This is an optimization exercise on Yosys and OpenROAD, whose aim is small area, a short achievable clock period and few clock cycles per item, not a production implementation.
Where RTL was checked, it was by simulation tests only, not by an equivalence proof against the original.

==> v6 <==
// golay_codec
module golay_codec (
    input  wire        clk,
    input  wire        rst,         
    input  wire        in_valid,
    output wire        in_ready,
    input  wire [1:0]  in_op,       
    input  wire [23:0] in_word,
    output reg         out_valid,
    input  wire        out_ready,
    output reg  [23:0] out_word,
    output reg         out_fail
);
    wire        i_dec = in_op[1];
    wire        i_o23 = in_op[0];
    wire        i_w23 = i_o23 ? ~(^in_word[22:0]) : in_word[23];
    wire [11:0] i_wh  = {12{i_dec}} & {i_w23, in_word[22:12]};
    wire [11:0] i_hA, i_lA;
    golay_parity u_ph (.m(i_wh), .p(i_hA));
    golay_parity u_pl (.m(in_word[11:0]), .p(i_lA));
    wire [11:0] i_s  = in_word[11:0] ^ i_hA;
    wire [11:0] i_sa = i_wh ^ i_lA;
    wire adv = !out_valid || out_ready;
    assign in_ready = adv;
    reg         m_v;
    reg  [1:0]  m_op;
    reg  [23:0] m_w;
    reg  [11:0] m_s, m_sa;
    always @(posedge clk) begin
        if (rst)
            m_v <= 1'b0;
        else if (adv)
            m_v <= in_valid;
    end
    always @(posedge clk) begin
        if (adv) begin
            m_op <= in_op;
            m_w  <= {i_wh, in_word[11:0]};
            m_s  <= i_s;
            m_sa <= i_sa;
        end
    end
    wire        m_dec = m_op[1];
    wire        m_o23 = m_op[0];
    wire [11:0] m_wh  = m_w[23:12];
    wire [4:0] m_ws, m_wa;
    golay_weight u_ws (.v(m_s),  .ge(m_ws));
    golay_weight u_wa (.v(m_sa), .ge(m_wa));
    wire [4:0]  m_ws_g = m_dec ? m_ws : 5'b00001;
    wire [4:0]  m_wa_g = m_dec ? m_wa : 5'b00000;
    wire [23:0] m_e;
    wire        m_dfail;
    golay_dec24 u_dec (.s(m_s), .sa(m_sa), .ws(m_ws_g), .wa(m_wa_g), .e(m_e), .fail(m_dfail));
  ...
Settings: LEC_CHECK=0, CAP_MARGIN=20, CORE_MARGIN=2, CORE_UTILIZATION=40, SLEW_MARGIN=20; clock period 10.0 ns.
standard.sh (not shown) runs the stock make flow with config.mk's settings and CLKGATE_MAP_FILE= SYNTH_SCRIPT=/design/flow/synth_recipe.tcl, a recipe that flattens the netlist after the stock synthesis.
==> flow/flow/run.sh <==
#!/bin/bash
set -euo pipefail
export MY_ABC_SCRIPT=$PWD/flow/abc.script
MARGIN=$(cat flow/margin.txt)
bash standard.sh SYNTH_SCRIPT=$PWD/flow/synth.tcl SETUP_SLACK_MARGIN=$MARGIN finish > flow_standard.log 2>&1
==> flow/flow/abc.script <==
strash
&get -n
&fraig -x
&put
scorr
dc2
dretime
strash
&get -n
&dch -f
&nf {D}
&put
buffer -c
topo
stime -c
upsize -c
dnsize -c
==> flow/flow/margin.txt <==
5.6
==> flow/flow/synth.tcl <==
# The standard synthesis script (synth_recipe.tcl), with one change: ABC
# maps the logic with flow/abc.script instead of ORFS's abc_speed.script.
# Registers are mapped before ABC runs, so they are the standard ones.
proc synth {args} { yosys synth -nofsm -noshare {*}$args }
proc abc {args} {
  set i [lsearch -exact $args -script]
  if {$i >= 0} { lset args [expr {$i + 1}] $::env(MY_ABC_SCRIPT) }
  yosys abc {*}$args
}
source $::env(SCRIPTS_DIR)/synth.tcl
# left out here: clear keep_hierarchy, flatten, clean up, hide names made inside functions, write 1_2_yosys.v
==> inputs of v18, as changes to v6 <==
CORE_UTILIZATION = 60   (was 40)
==> inputs of v32, as changes to v6 <==
==> flow/flow/run.sh (replaced) <==
#!/bin/bash
set -euo pipefail
export MY_ABC_SCRIPT=$PWD/flow/abc.script
MARGIN=$(cat flow/margin.txt)
bash standard.sh SYNTH_SCRIPT=$PWD/flow/synth.tcl SETUP_SLACK_MARGIN=$MARGIN \
  "BUFFER_PORTS_ARGS=-buffer_cell sky130_fd_sc_hd__buf_1" finish > flow_standard.log 2>&1
CTS_BUF_LIST = sky130_fd_sc_hd__clkbuf_4 sky130_fd_sc_hd__clkbuf_8   (was default)
==> notes.md <==
metric                                                                         v32                       v18                         v6
Outcome                                                             finished clean            finished clean             finished clean
Final nets                                                                     902                       917                        905
Highest-delay cell along the critical path               sky130_fd_sc_hd__nand2b_4  sky130_fd_sc_hd__xnor2_1  sky130_fd_sc_hd__nand2b_4
Max-slew headroom                                                            40.5%                     31.5%                      49.2%
Crit path from                                                           out_ready               in_word[18]                  out_ready
Slew at the pin with the worst max-slew slack                             0.893 ns                   1.03 ns                   0.760 ns
Worst path setup slack after routing                                       5.61 ns                   5.59 ns                    5.63 ns
Cell repeated most along the worst path                                          -  sky130_fd_sc_hd__xnor2_1     sky130_fd_sc_hd__buf_6
RSZ-0062 raised after global routing                                         false                     false                       true
Fraction of standard cell area in multi-input logic                          54.3%                     52.5%                      52.5%
Data required time of the critical path                                    8.00 ns                  10.08 ns                    8.00 ns
Final critical path time including I/O delays and setup                    4.39 ns                   4.41 ns                    4.37 ns
Largest net degree at the start of global routing                               45                        40                         53
Fraction of area in clock buffers and inverters                              3.12%                     3.49%                      3.38%
Non-Clock Buffer Count                                                         143                       156                        146
Total length of routed met2 wires                                          9.92 mm                   11.5 mm                    11.4 mm
Testbench counts of v6, summed over its fixed seeds: cycles 16,016, items 16,000.
Testbench counts of v18, summed over its fixed seeds: cycles 16,016, items 16,000.
Testbench counts of v32, summed over its fixed seeds: cycles 16,016, items 16,000.

========
==> 08-18 <==
golay_codec, a different RTL version from the one above (not shown whole).
==> flow/design.v (excerpt) <==
module golay_codec (
    input  wire        clk,
    input  wire        rst,         
    input  wire        in_valid,
    output wire        in_ready,
    input  wire [1:0]  in_op,       
    input  wire [23:0] in_word,
    output reg         out_valid,
    input  wire        out_ready,
    output reg  [23:0] out_word,
    output reg         out_fail
);
==> module golay_codec, before the edit <==
module golay_codec (
    input  wire        clk,
    input  wire        rst,         
    input  wire        in_valid,
    output wire        in_ready,
    input  wire [1:0]  in_op,       
    input  wire [23:0] in_word,
    output reg         out_valid,
    input  wire        out_ready,
    output reg  [23:0] out_word,
    output reg         out_fail
);
    wire adv = !out_valid || out_ready;
    reg         k_v;
    reg  [1:0]  k_op;
    reg  [23:0] k_w;
    assign in_ready = !k_v;
    wire take = in_valid && !k_v;
    reg         r_v;
    reg  [1:0]  r_op;
    reg  [23:0] r_w;
    always @(posedge clk) begin
        if (rst)
            k_v <= 1'b0;
        else
            k_v <= k_v ? !adv : (take && !adv);
    end
    always @(posedge clk) begin
        if (!k_v) begin
            k_op <= in_op;
            k_w  <= in_word;
        end
    end
    always @(posedge clk) begin
        if (rst)
            r_v <= 1'b0;
        else if (adv)
            r_v <= k_v || take;
    end
    always @(posedge clk) begin
        if (adv) begin
            r_op <= k_v ? k_op : in_op;
            r_w  <= k_v ? k_w  : in_word;
        end
    end
    wire        r_dec = r_op[1];
    wire        r_o23 = r_op[0];
    wire        r_w23 = r_o23 ? ~(^r_w[22:0]) : r_w[23];
    wire [11:0] r_wh  = {12{r_dec}} & {r_w23, r_w[22:12]};
    wire [11:0] r_hA, r_lA;
    golay_parity u_ph (.m(r_wh), .p(r_hA));
    golay_parity u_pl (.m(r_w[11:0]), .p(r_lA));
    wire [11:0] r_s  = r_w[11:0] ^ r_hA;
    wire [11:0] r_sa = r_wh ^ r_lA;
    reg         m_v;
    reg  [1:0]  m_op;
    reg  [23:0] m_w;
    reg  [11:0] m_s, m_sa;
    always @(posedge clk) begin
        if (rst)
            m_v <= 1'b0;
        else if (adv)
            m_v <= r_v;
    end
    always @(posedge clk) begin
        if (adv) begin
            m_op <= r_op;
            m_w  <= {r_wh, r_w[11:0]};
            m_s  <= r_s;
            m_sa <= r_sa;
        end
    end
    wire        m_dec = m_op[1];
    wire        m_o23 = m_op[0];
    wire [11:0] m_wh  = m_w[23:12];
    wire [4:0] m_ws, m_wa;
    golay_weight u_ws (.v(m_s),  .ge(m_ws));
    golay_weight u_wa (.v(m_sa), .ge(m_wa));
    wire [23:0] m_e;
    wire        m_dfail;
    golay_dec24 u_dec (.s(m_s), .sa(m_sa), .ws(m_ws), .wa(m_wa), .e(m_e), .fail(m_dfail));
    wire [23:0] m_c      = {m_wh, m_w[11:0]} ^ ({24{m_dec}} & m_e);
    wire [23:0] result      = {(m_dec ? m_c[23] : m_sa[11]) & ~m_o23, m_dec ? m_c[22:12] : m_sa[10:0], m_c[11:0]};
    wire        result_fail = m_dec & m_dfail;
    always @(posedge clk) begin
        if (rst)
            out_valid <= 1'b0;
        else if (adv)
            out_valid <= m_v;
    end
    always @(posedge clk) begin
        if (adv) begin
            out_word <= result;
            out_fail <= result_fail;
        end
    end
endmodule
Settings: LEC_CHECK=0, CAP_MARGIN=20, CORE_MARGIN=2, CORE_UTILIZATION=40, SLEW_MARGIN=20; clock period 10.0 ns.
==> flow/flow/run.sh <==
#!/bin/bash
set -euo pipefail
MARGIN=$(cat flow/margin.txt)
bash standard.sh SETUP_SLACK_MARGIN=$MARGIN finish > flow_standard.log 2>&1
==> flow/flow/margin.txt <==
6.8
==> 08-23: changes against 08-18 <==
--- a/flow/design.v
+++ b/flow/design.v
@@ -131,48 +131,17 @@
     output reg  [23:0] out_word,
     output reg         out_fail
 );
+    wire        i_dec = in_op[1];
+    wire        i_o23 = in_op[0];
+    wire        i_w23 = i_o23 ? ~(^in_word[22:0]) : in_word[23];
+    wire [11:0] i_wh  = {i_w23, in_word[22:12]};
+    wire [11:0] i_hA, i_lA;
+    golay_parity u_ph (.m(i_wh), .p(i_hA));
+    golay_parity u_pl (.m(in_word[11:0]), .p(i_lA));
+    wire [11:0] i_s  = in_word[11:0] ^ i_hA;
+    wire [11:0] i_sa = i_wh ^ i_lA;
     wire adv = !out_valid || out_ready;
-    reg         k_v;
-    reg  [1:0]  k_op;
-    reg  [23:0] k_w;
-    assign in_ready = !k_v;
-    wire take = in_valid && !k_v;
-    reg         r_v;
-    reg  [1:0]  r_op;
-    reg  [23:0] r_w;
-    always @(posedge clk) begin
-        if (rst)
-            k_v <= 1'b0;
-        else
-            k_v <= k_v ? !adv : (take && !adv);
-    end
-    always @(posedge clk) begin
-        if (!k_v) begin
-            k_op <= in_op;
-            k_w  <= in_word;
-        end
-    end
-    always @(posedge clk) begin
-        if (rst)
-            r_v <= 1'b0;
-        else if (adv)
-            r_v <= k_v || take;
-    end
-    always @(posedge clk) begin
-        if (adv) begin
-            r_op <= k_v ? k_op : in_op;
-            r_w  <= k_v ? k_w  : in_word;
-        end
-    end
-    wire        r_dec = r_op[1];
-    wire        r_o23 = r_op[0];
-    wire        r_w23 = r_o23 ? ~(^r_w[22:0]) : r_w[23];
-    wire [11:0] r_wh  = {12{r_dec}} & {r_w23, r_w[22:12]};
-    wire [11:0] r_hA, r_lA;
-    golay_parity u_ph (.m(r_wh), .p(r_hA));
-    golay_parity u_pl (.m(r_w[11:0]), .p(r_lA));
-    wire [11:0] r_s  = r_w[11:0] ^ r_hA;
-    wire [11:0] r_sa = r_wh ^ r_lA;
+    assign in_ready = adv;
     reg         m_v;
     reg  [1:0]  m_op;
     reg  [23:0] m_w;
@@ -181,14 +150,14 @@
         if (rst)
             m_v <= 1'b0;
         else if (adv)
-            m_v <= r_v;
+            m_v <= in_valid;
     end
     always @(posedge clk) begin
         if (adv) begin
-            m_op <= r_op;
-            m_w  <= {r_wh, r_w[11:0]};
-            m_s  <= r_s;
-            m_sa <= r_sa;
+            m_op <= in_op;
+            m_w  <= {i_wh, in_word[11:0]};
+            m_s  <= i_s;
+            m_sa <= i_sa;
         end
     end
     wire        m_dec = m_op[1];
@@ -197,12 +166,14 @@
     wire [4:0] m_ws, m_wa;
     golay_weight u_ws (.v(m_s),  .ge(m_ws));
     golay_weight u_wa (.v(m_sa), .ge(m_wa));
+    wire [4:0]  m_ws_g = m_dec ? m_ws : 5'b00001;
+    wire [4:0]  m_wa_g = m_dec ? m_wa : 5'b00000;
     wire [23:0] m_e;
     wire        m_dfail;
-    golay_dec24 u_dec (.s(m_s), .sa(m_sa), .ws(m_ws), .wa(m_wa), .e(m_e), .fail(m_dfail));
-    wire [23:0] m_c      = {m_wh, m_w[11:0]} ^ ({24{m_dec}} & m_e);
-    wire [23:0] result      = {(m_dec ? m_c[23] : m_sa[11]) & ~m_o23, m_dec ? m_c[22:12] : m_sa[10:0], m_c[11:0]};
-    wire        result_fail = m_dec & m_dfail;
+    golay_dec24 u_dec (.s(m_s), .sa(m_sa), .ws(m_ws_g), .wa(m_wa_g), .e(m_e), .fail(m_dfail));
+    wire [23:0] m_c      = {m_wh, m_w[11:0]} ^ m_e;
+    wire [23:0] result      = {m_c[23] & ~m_o23, m_c[22:0]};
+    wire        result_fail = m_dfail;
     always @(posedge clk) begin
         if (rst)
             out_valid <= 1'b0;
==> flow/flow/run.sh (replaced) <==
#!/bin/bash
set -euo pipefail
export MY_ABC_SCRIPT=$PWD/flow/abc.script
MARGIN=$(cat flow/margin.txt)
bash standard.sh SYNTH_SCRIPT=$PWD/flow/synth.tcl SETUP_SLACK_MARGIN=$MARGIN \
  "BUFFER_PORTS_ARGS=-buffer_cell sky130_fd_sc_hd__buf_1" finish > flow_standard.log 2>&1
==> flow/flow/abc.script (new file) <==
strash
&get -n
&fraig -x
&put
scorr
dc2
dretime
strash
&get -n
&dch
&nf {D}
&put
buffer -c
topo
stime -c
upsize -c
dnsize -c
==> flow/flow/margin.txt (replaced) <==
5.6
==> flow/flow/synth.tcl (new file) <==
# The standard synthesis script (synth_recipe.tcl), with one change: ABC
# maps the logic with flow/abc.script instead of ORFS's abc_speed.script.
# Registers are mapped before ABC runs, so they are the standard ones.
proc synth {args} { yosys synth -nofsm -noshare {*}$args }
proc abc {args} {
  set i [lsearch -exact $args -script]
  if {$i >= 0} { lset args [expr {$i + 1}] $::env(MY_ABC_SCRIPT) }
  yosys abc {*}$args
}
source $::env(SCRIPTS_DIR)/synth.tcl
# left out here: clear keep_hierarchy, flatten, clean up, hide names made inside functions, write 1_2_yosys.v
- CTS_BUF_LIST: not set -> sky130_fd_sc_hd__clkbuf_4 sky130_fd_sc_hd__clkbuf_8
- TNS_END_PERCENT: not set -> 30
==> 07-13: changes against 08-18 <==
--- a/flow/design.v
+++ b/flow/design.v
@@ -167,7 +167,7 @@
     wire        r_dec = r_op[1];
     wire        r_o23 = r_op[0];
     wire        r_w23 = r_o23 ? ~(^r_w[22:0]) : r_w[23];
-    wire [11:0] r_wh  = {12{r_dec}} & {r_w23, r_w[22:12]};
+    wire [11:0] r_wh  = {r_w23, r_w[22:12]};
     wire [11:0] r_hA, r_lA;
     golay_parity u_ph (.m(r_wh), .p(r_hA));
     golay_parity u_pl (.m(r_w[11:0]), .p(r_lA));
@@ -197,12 +197,14 @@
     wire [4:0] m_ws, m_wa;
     golay_weight u_ws (.v(m_s),  .ge(m_ws));
     golay_weight u_wa (.v(m_sa), .ge(m_wa));
+    wire [4:0]  m_ws_g = m_dec ? m_ws : 5'b00001;
+    wire [4:0]  m_wa_g = m_dec ? m_wa : 5'b00000;
     wire [23:0] m_e;
     wire        m_dfail;
-    golay_dec24 u_dec (.s(m_s), .sa(m_sa), .ws(m_ws), .wa(m_wa), .e(m_e), .fail(m_dfail));
-    wire [23:0] m_c      = {m_wh, m_w[11:0]} ^ ({24{m_dec}} & m_e);
-    wire [23:0] result      = {(m_dec ? m_c[23] : m_sa[11]) & ~m_o23, m_dec ? m_c[22:12] : m_sa[10:0], m_c[11:0]};
-    wire        result_fail = m_dec & m_dfail;
+    golay_dec24 u_dec (.s(m_s), .sa(m_sa), .ws(m_ws_g), .wa(m_wa_g), .e(m_e), .fail(m_dfail));
+    wire [23:0] m_c      = {m_wh, m_w[11:0]} ^ m_e;
+    wire [23:0] result      = {m_c[23] & ~m_o23, m_c[22:0]};
+    wire        result_fail = m_dfail;
     always @(posedge clk) begin
         if (rst)
             out_valid <= 1'b0;
==> flow/flow/run.sh (replaced) <==
#!/bin/bash
set -euo pipefail
export MY_ABC_SCRIPT=$PWD/flow/abc.script
MARGIN=$(cat flow/margin.txt)
bash standard.sh SYNTH_SCRIPT=$PWD/flow/synth.tcl SETUP_SLACK_MARGIN=$MARGIN \
  "BUFFER_PORTS_ARGS=-buffer_cell sky130_fd_sc_hd__buf_1" finish > flow_standard.log 2>&1
==> flow/flow/abc.script (new file) <==
strash
&get -n
&fraig -x
&put
scorr
dc2
dretime
strash
&get -n
&dch -f
&nf {D}
&put
buffer -c
topo
stime -c
upsize -c
dnsize -c
==> flow/flow/margin.txt (replaced) <==
6.9
==> flow/flow/synth.tcl (new file) <==
# The standard synthesis script (synth_recipe.tcl), with one change: ABC
# maps the logic with flow/abc.script instead of ORFS's abc_speed.script.
# Registers are mapped before ABC runs, so they are the standard ones.
proc synth {args} { yosys synth -nofsm -noshare {*}$args }
proc abc {args} {
  set i [lsearch -exact $args -script]
  if {$i >= 0} { lset args [expr {$i + 1}] $::env(MY_ABC_SCRIPT) }
  yosys abc {*}$args
}
source $::env(SCRIPTS_DIR)/synth.tcl
# left out here: clear keep_hierarchy, flatten, clean up, hide names made inside functions, write 1_2_yosys.v
- CTS_BUF_LIST: not set -> sky130_fd_sc_hd__clkbuf_4 sky130_fd_sc_hd__clkbuf_8
==> 09-03: changes against 08-18 <==
--- a/flow/design.v
+++ b/flow/design.v
@@ -131,48 +131,17 @@
     output reg  [23:0] out_word,
     output reg         out_fail
 );
+    wire        i_dec = in_op[1];
+    wire        i_o23 = in_op[0];
+    wire        i_w23 = i_o23 ? ~(^in_word[22:0]) : in_word[23];
+    wire [11:0] i_wh  = {12{i_dec}} & {i_w23, in_word[22:12]};
+    wire [11:0] i_hA, i_lA;
+    golay_parity u_ph (.m(i_wh), .p(i_hA));
+    golay_parity u_pl (.m(in_word[11:0]), .p(i_lA));
+    wire [11:0] i_s  = in_word[11:0] ^ i_hA;
+    wire [11:0] i_sa = i_wh ^ i_lA;
     wire adv = !out_valid || out_ready;
-    reg         k_v;
-    reg  [1:0]  k_op;
-    reg  [23:0] k_w;
-    assign in_ready = !k_v;
-    wire take = in_valid && !k_v;
-    reg         r_v;
-    reg  [1:0]  r_op;
-    reg  [23:0] r_w;
-    always @(posedge clk) begin
-        if (rst)
-            k_v <= 1'b0;
-        else
-            k_v <= k_v ? !adv : (take && !adv);
-    end
-    always @(posedge clk) begin
-        if (!k_v) begin
-            k_op <= in_op;
-            k_w  <= in_word;
-        end
-    end
-    always @(posedge clk) begin
-        if (rst)
-            r_v <= 1'b0;
-        else if (adv)
-            r_v <= k_v || take;
-    end
-    always @(posedge clk) begin
-        if (adv) begin
-            r_op <= k_v ? k_op : in_op;
-            r_w  <= k_v ? k_w  : in_word;
-        end
-    end
-    wire        r_dec = r_op[1];
-    wire        r_o23 = r_op[0];
-    wire        r_w23 = r_o23 ? ~(^r_w[22:0]) : r_w[23];
-    wire [11:0] r_wh  = {12{r_dec}} & {r_w23, r_w[22:12]};
-    wire [11:0] r_hA, r_lA;
-    golay_parity u_ph (.m(r_wh), .p(r_hA));
-    golay_parity u_pl (.m(r_w[11:0]), .p(r_lA));
-    wire [11:0] r_s  = r_w[11:0] ^ r_hA;
-    wire [11:0] r_sa = r_wh ^ r_lA;
+    assign in_ready = adv;
     reg         m_v;
     reg  [1:0]  m_op;
     reg  [23:0] m_w;
@@ -181,14 +150,14 @@
         if (rst)
             m_v <= 1'b0;
         else if (adv)
-            m_v <= r_v;
+            m_v <= in_valid;
     end
     always @(posedge clk) begin
         if (adv) begin
-            m_op <= r_op;
-            m_w  <= {r_wh, r_w[11:0]};
-            m_s  <= r_s;
-            m_sa <= r_sa;
+            m_op <= in_op;
+            m_w  <= {i_wh, in_word[11:0]};
+            m_s  <= i_s;
+            m_sa <= i_sa;
         end
     end
     wire        m_dec = m_op[1];
==> flow/flow/margin.txt (replaced) <==
5.7
==> reports/results.txt <==
die height: 153 um
Resized cells post-CTS: 108
Hold Startpoint: r_op[1]$_DFFE_PN_
dpl ws: 5480 ps
die area: 23300 um2
status: complete, no violations
initial DRC count: 1162
That was 07-13.
==> reports/results.txt <==
status: complete, no violations
die area: 25600 um2
initial DRC count: 937
die height: 160 um
Resized cells post-CTS: 154
dpl ws: 5460 ps
That was 08-18.
==> reports/results.txt <==
Hold Startpoint: m_v$_SDFFE_PP0P_
tap cells: 260
status: complete, no violations
die height: 143 um
die area: 20500 um2
initial DRC count: 917
Resized cells post-CTS: 91
That was 09-03.
==> reports/results.txt <==
status: complete, no violations
initial DRC count: 783
die height: 135 um
die area: 18300 um2
dpl ws: 4780 ps
Resized cells post-CTS: 14
Hold Startpoint: m_v$_SDFFE_PP0P_
That was 08-23.
Testbench counts of 08-23, summed over its fixed seeds: cycles 16,016, items 16,000.
Testbench counts of 09-03, summed over its fixed seeds: cycles 16,016, items 16,000.
For 08-18 and 07-13, only the layout was checked, not whether the RTL still works.

==> static timing again, ports no longer ideal <==
The results above use ideal ports. As a check the final layouts listed here were re-extracted and re-timed, cells and wires unchanged.
Step 1 assumes that a clkbuf_16 drives the clock port and a buf_2 every other input.
Step 2 moves the port delays by t, midway between the first and last clock arrival at a register: inputs arrive t later, outputs are due t later. That takes back most of the time a late clock gives input paths.
a / b / c = ideal ports / drivers / drivers and shift; a / b = the first two.
run	t, ns	setup WS [ns]	worst data-port slew with drivers (ns)	cell pins on the clock port's net
v6	0.368	5.630 / 5.598 / 5.350	0.04	1
v18	0.374	5.585 / 5.596 / 5.221	0.04	1
v32	0.379	5.610 / 5.590 / 5.400	0.04	1
08-18	0.464	6.317 / 6.317 / 6.317	0.04	1
08-23	0.388	5.391 / 5.355 / 5.238	0.05	1
07-13	0.484	6.076 / 6.076 / 6.076	0.04	1
09-03	0.380	5.618 / 5.590 / 5.234	0.06	1
After both steps every run listed still meets setup and hold. For 09-03, which loses most, drivers alone change the setup slack by -0.028 ns; drivers and shift together by -0.384 ns.
